This is an optimization exercise on Yosys and OpenROAD, whose aim is small area, a short achievable clock period and few clock cycles per item, not a production implementation.
RTL that was checked went through simulation tests only; none was proved equivalent to the original.
Power figures rest on the tool's default switching activity, not on a simulated workload.

==> flow/design.v <==
module pxit_cksum (
  input             clk,
  input             rst,           
  input             cfg_valid,
  output            cfg_ready,
  input      [31:0] cfg_seeds,
  input             in_valid,
  output            in_ready,
  input       [7:0] in_data,
  output reg        out_valid,
  output     [31:0] out_cksum,     
  output reg        out_ok,
  output     [31:0] poly
);
  localparam PKTSIZE = 337;
  localparam NDATA   = PKTSIZE - 4;    
  function automatic [7:0] xtime(input [7:0] a);
    xtime = {a[6:0], 1'b0} ^ (a[7] ? 8'h87 : 8'h00);
  endfunction
  reg        in_ready_r, cfg_ready_r;
  reg        busy;           
  reg  [2:0] step;           
  reg  [8:0] cnt;            
  reg  [7:0] d_r;            
  reg        v_r;            
  reg        eq_r;           
  reg        c_first;        
  reg        c_ck;           
  reg        g_d;            
  reg        g_w0;           
  assign in_ready  = in_ready_r;
  assign cfg_ready = cfg_ready_r;
  wire take    = in_valid && in_ready_r;
  wire cfg_acc = cfg_valid && cfg_ready_r;
  wire cnt333  = (cnt == NDATA);
  wire cntlast = (cnt == PKTSIZE - 1);
  wire cnt0_n  = v_r ? cntlast : (cnt == 9'd0);    
  wire nx_first = cntlast;
  wire nx_ck    = (cnt >= NDATA - 1) && !cntlast;
  wire cfg_step = busy && step != 3'd0;    
  wire cfg_end  = busy && step == 3'd4;
  wire busy_n   = cfg_acc || (busy && !cfg_end);
  always @(posedge clk) begin
    if (take)
      d_r <= in_data;
    eq_r <= (in_data == d_r);
    if (rst) begin
      in_ready_r  <= 1'b0;
      cfg_ready_r <= 1'b1;
      busy        <= 1'b0;
      step        <= 3'd0;
      cnt         <= 9'd0;
      v_r         <= 1'b0;
      out_valid   <= 1'b0;
    end else begin
      busy        <= busy_n;
      step        <= busy ? step + 3'd1 : 3'd0;
      in_ready_r  <= !cfg_acc && (in_ready_r || cfg_end);
      cfg_ready_r <= !busy_n && !take && cnt0_n;
      if (v_r)
        cnt <= cntlast ? 9'd0 : cnt + 9'd1;
      v_r         <= take;
      out_valid   <= v_r && cntlast;
    end
  end
  always @(posedge clk) begin
    if (rst || (busy && !busy_n)) begin
      c_first <= 1'b1;
      c_ck    <= 1'b0;
      g_d     <= 1'b1;
      g_w0    <= 1'b0;
    end else if (busy_n) begin
      c_first <= 1'b0;
      c_ck    <= 1'b0;
      g_d     <= 1'b0;
      g_w0    <= 1'b1;
    end else if (v_r) begin
      c_first <= nx_first;
      c_ck    <= nx_ck;
      g_d     <= !nx_ck;
      g_w0    <= !(nx_first || nx_ck);
    end
  end
  reg  [7:0] p0, p1, p2, p3;
  reg  [7:0] w0, w1, w2, w3;
  reg        uniform;        
  reg        match;          
  assign poly      = {p3, p2, p1, p0};
  assign out_cksum = {w0, w1, w2, w3};
  wire [7:0] m = (w0 & {8{g_w0}}) ^ (d_r & {8{g_d}});
  wire [7:0]  mx [0:7];
  wire [63:0] mxc;
  assign mx[0] = m;
  genvar j, k, b;
  generate
    for (j = 1; j < 8; j = j + 1) begin : g_x
      assign mx[j] = xtime(mx[j-1]);
    end
    for (j = 0; j < 8; j = j + 1) begin : g_j
      for (b = 0; b < 8; b = b + 1) begin : g_b
        assign mxc[8*b + j] = mx[j][b];
      end
    end
  endgenerate
  wire [31:0] pk = {p3, p2, p1, p0};
  wire [31:0] mp;
  generate
    for (k = 0; k < 4; k = k + 1) begin : g_k
      for (b = 0; b < 8; b = b + 1) begin : g_b
        pxit_cksum_dot u_dot (.c(pk[8*k +: 8]), .v(mxc[8*b +: 8]), .y(mp[8*k + b]));
      end
    end
  endgenerate
  wire [31:0] feed = {w1 & {8{!c_first}}, w2 & {8{!c_first}}, w3 & {8{!c_first}},
                      w0 & {8{c_ck}}};
  wire [31:0] wn   = feed ^ mp;
  wire        eq_w = (d_r == w0);
  always @(posedge clk) begin
    if (busy && step == 3'd0) begin
      p3 <= 8'd0;
      p2 <= 8'd0;
      p1 <= 8'd0;
      p0 <= 8'd1;
    end else if (cfg_step) begin
      p3 <= p2 ^ mp[31:24];
      p2 <= p1 ^ mp[23:16];
      p1 <= p0 ^ mp[15:8];
      p0 <= mp[7:0];
    end
    if (cfg_ready_r)
      {w3, w2, w1, w0} <= cfg_seeds;
    else if (v_r || cfg_step)
      {w0, w1, w2, w3} <= wn;
    if (v_r)
      uniform <= c_first || (uniform && eq_r);
    if (v_r && c_ck)
      match <= (cnt333 || match) && eq_w;
    out_ok <= match && eq_w && !(uniform && eq_r);
  end
endmodule
module pxit_cksum_dot (
  input  [7:0] c,
  input  [7:0] v,
  output       y
);
  assign y = ^(c & v);
endmodule
export LEC_CHECK = 0
export CAP_MARGIN = 20
export CORE_MARGIN = 2
export CORE_UTILIZATION = 30
export PLACE_DENSITY = 0.5
export SLEW_MARGIN = 20
export SYNTH_HIERARCHICAL = 1
export SYNTH_MINIMUM_KEEP_SIZE = 0
create_clock -name core_clock -period 15.0 [get_ports {clk}]
standard.sh (not shown) runs the stock make flow with config.mk's settings and CLKGATE_MAP_FILE= SYNTH_SCRIPT=/design/flow/synth_recipe.tcl, a recipe that flattens the netlist after the stock synthesis.
==> flow/flow/run.sh <==
#!/bin/bash
# The standard layout, with the ports buffered by plain buffers instead of the
# delay buffers buffer_ports picks by default, and timing repair asked for
# extra setup margin.
set -euo pipefail
export BUFFER_PORTS_ARGS="-buffer_cell sky130_fd_sc_hd__buf_1"
export SETUP_SLACK_MARGIN=10.8
bash standard.sh finish > standard.log 2>&1
Rerun with:
--- a/flow/design.v
+++ b/flow/design.v
@@ -30,18 +30,15 @@
   reg        g_w0;           
   assign in_ready  = in_ready_r;
   assign cfg_ready = cfg_ready_r;
   wire take    = in_valid && in_ready_r;
   wire cfg_acc = cfg_valid && cfg_ready_r;
-  wire cnt333  = (cnt == NDATA);
+  wire cnt0    = (cnt == 9'd0);
+  wire cntck   = (cnt >= NDATA);
   wire cntlast = (cnt == PKTSIZE - 1);
-  wire cnt0_n  = v_r ? cntlast : (cnt == 9'd0);    
-  wire nx_first = cntlast;
-  wire nx_ck    = (cnt >= NDATA - 1) && !cntlast;
   wire cfg_step = busy && step != 3'd0;    
   wire cfg_end  = busy && step == 3'd4;
-  wire busy_n   = cfg_acc || (busy && !cfg_end);
   always @(posedge clk) begin
     if (take)
       d_r <= in_data;
     eq_r <= (in_data == d_r);
     if (rst) begin
@@ -49,38 +46,28 @@
       cfg_ready_r <= 1'b1;
       busy        <= 1'b0;
       step        <= 3'd0;
       cnt         <= 9'd0;
       v_r         <= 1'b0;
+      c_first     <= 1'b0;
+      c_ck        <= 1'b0;
+      g_d         <= 1'b0;
+      g_w0        <= 1'b1;
       out_valid   <= 1'b0;
     end else begin
-      busy        <= busy_n;
+      busy        <= cfg_acc || (busy && !cfg_end);
       step        <= busy ? step + 3'd1 : 3'd0;
       in_ready_r  <= !cfg_acc && (in_ready_r || cfg_end);
-      cfg_ready_r <= !busy_n && !take && cnt0_n;
-      if (v_r)
+      cfg_ready_r <= !cfg_acc && !(busy && !cfg_end) && !take && cnt0;
+      if (take)
         cnt <= cntlast ? 9'd0 : cnt + 9'd1;
       v_r         <= take;
-      out_valid   <= v_r && cntlast;
-    end
-  end
-  always @(posedge clk) begin
-    if (rst || (busy && !busy_n)) begin
-      c_first <= 1'b1;
-      c_ck    <= 1'b0;
-      g_d     <= 1'b1;
-      g_w0    <= 1'b0;
-    end else if (busy_n) begin
-      c_first <= 1'b0;
-      c_ck    <= 1'b0;
-      g_d     <= 1'b0;
-      g_w0    <= 1'b1;
-    end else if (v_r) begin
-      c_first <= nx_first;
-      c_ck    <= nx_ck;
-      g_d     <= !nx_ck;
-      g_w0    <= !(nx_first || nx_ck);
+      c_first     <= take && cnt0;
+      c_ck        <= take && cntck;
+      g_d         <= take && !cntck;
+      g_w0        <= !(take && (cnt0 || cntck));
+      out_valid   <= c_ck && cnt0;    
     end
   end
   reg  [7:0] p0, p1, p2, p3;
   reg  [7:0] w0, w1, w2, w3;
   reg        uniform;        
@@ -131,12 +118,12 @@
       {w3, w2, w1, w0} <= cfg_seeds;
     else if (v_r || cfg_step)
       {w0, w1, w2, w3} <= wn;
     if (v_r)
       uniform <= c_first || (uniform && eq_r);
-    if (v_r && c_ck)
-      match <= (cnt333 || match) && eq_w;
+    if (c_ck)
+      match <= (cnt == NDATA + 1 || match) && eq_w;    
     out_ok <= match && eq_w && !(uniform && eq_r);
   end
 endmodule
 module pxit_cksum_dot (
   input  [7:0] c,
What happened: Design area is about the same; worst setup slack gains 27 ps; sequential power climbs by about 6%; combinational power climbs by about 40%; utilization barely changes; routed wire length climbs by 0.31%; clock-buffer cell count is unchanged; clock skew stays flat; global-route usage climbs by 0.20 points; non-clock buffer count drops by 1; synthesized area drops by 0.35%; register-to-register slack loses 190 ps.
Testbench counts after the change, summed over its fixed seeds: cycles 32,360, packets 96.
Function not checked in the first run of this note: the RTL went through the layout flow alone.

-- separate check: timing with driven ports --
Ports are ideal in the flow. The routed layouts listed here were re-timed in OpenROAD.
Step 1 sets driving cells, clkbuf_16 on the clock port and buf_2 on the other inputs (assumed; they add their load-dependent delay and slew).
Step 2 adds t to the input delays and takes it off the output delays; t is the mean of the earliest and latest rising clock arrival at the registers after step 1. Input paths then give back, and output paths get back, about the clock's delay inside the block.
a / b / c = ideal ports / drivers / drivers and shift; a / b = the first two.
| run | t (ns) | setup slack, ns | worst register clock-pin slew, ns | worst slew at a driven data input, ns |
|---|---|---|---|---|
| the first run | 0.398 | 10.861 / 10.814 / 10.894 | 0.08 / 0.08 | 0.05 |
| the second run | 0.405 | 10.889 / 10.842 / 10.553 | 0.08 / 0.08 | 0.05 |
After both steps every run listed still meets setup and hold. The setup slack of the second run, which loses most, moves by -0.047 ns with the drivers and by -0.336 ns with both steps.
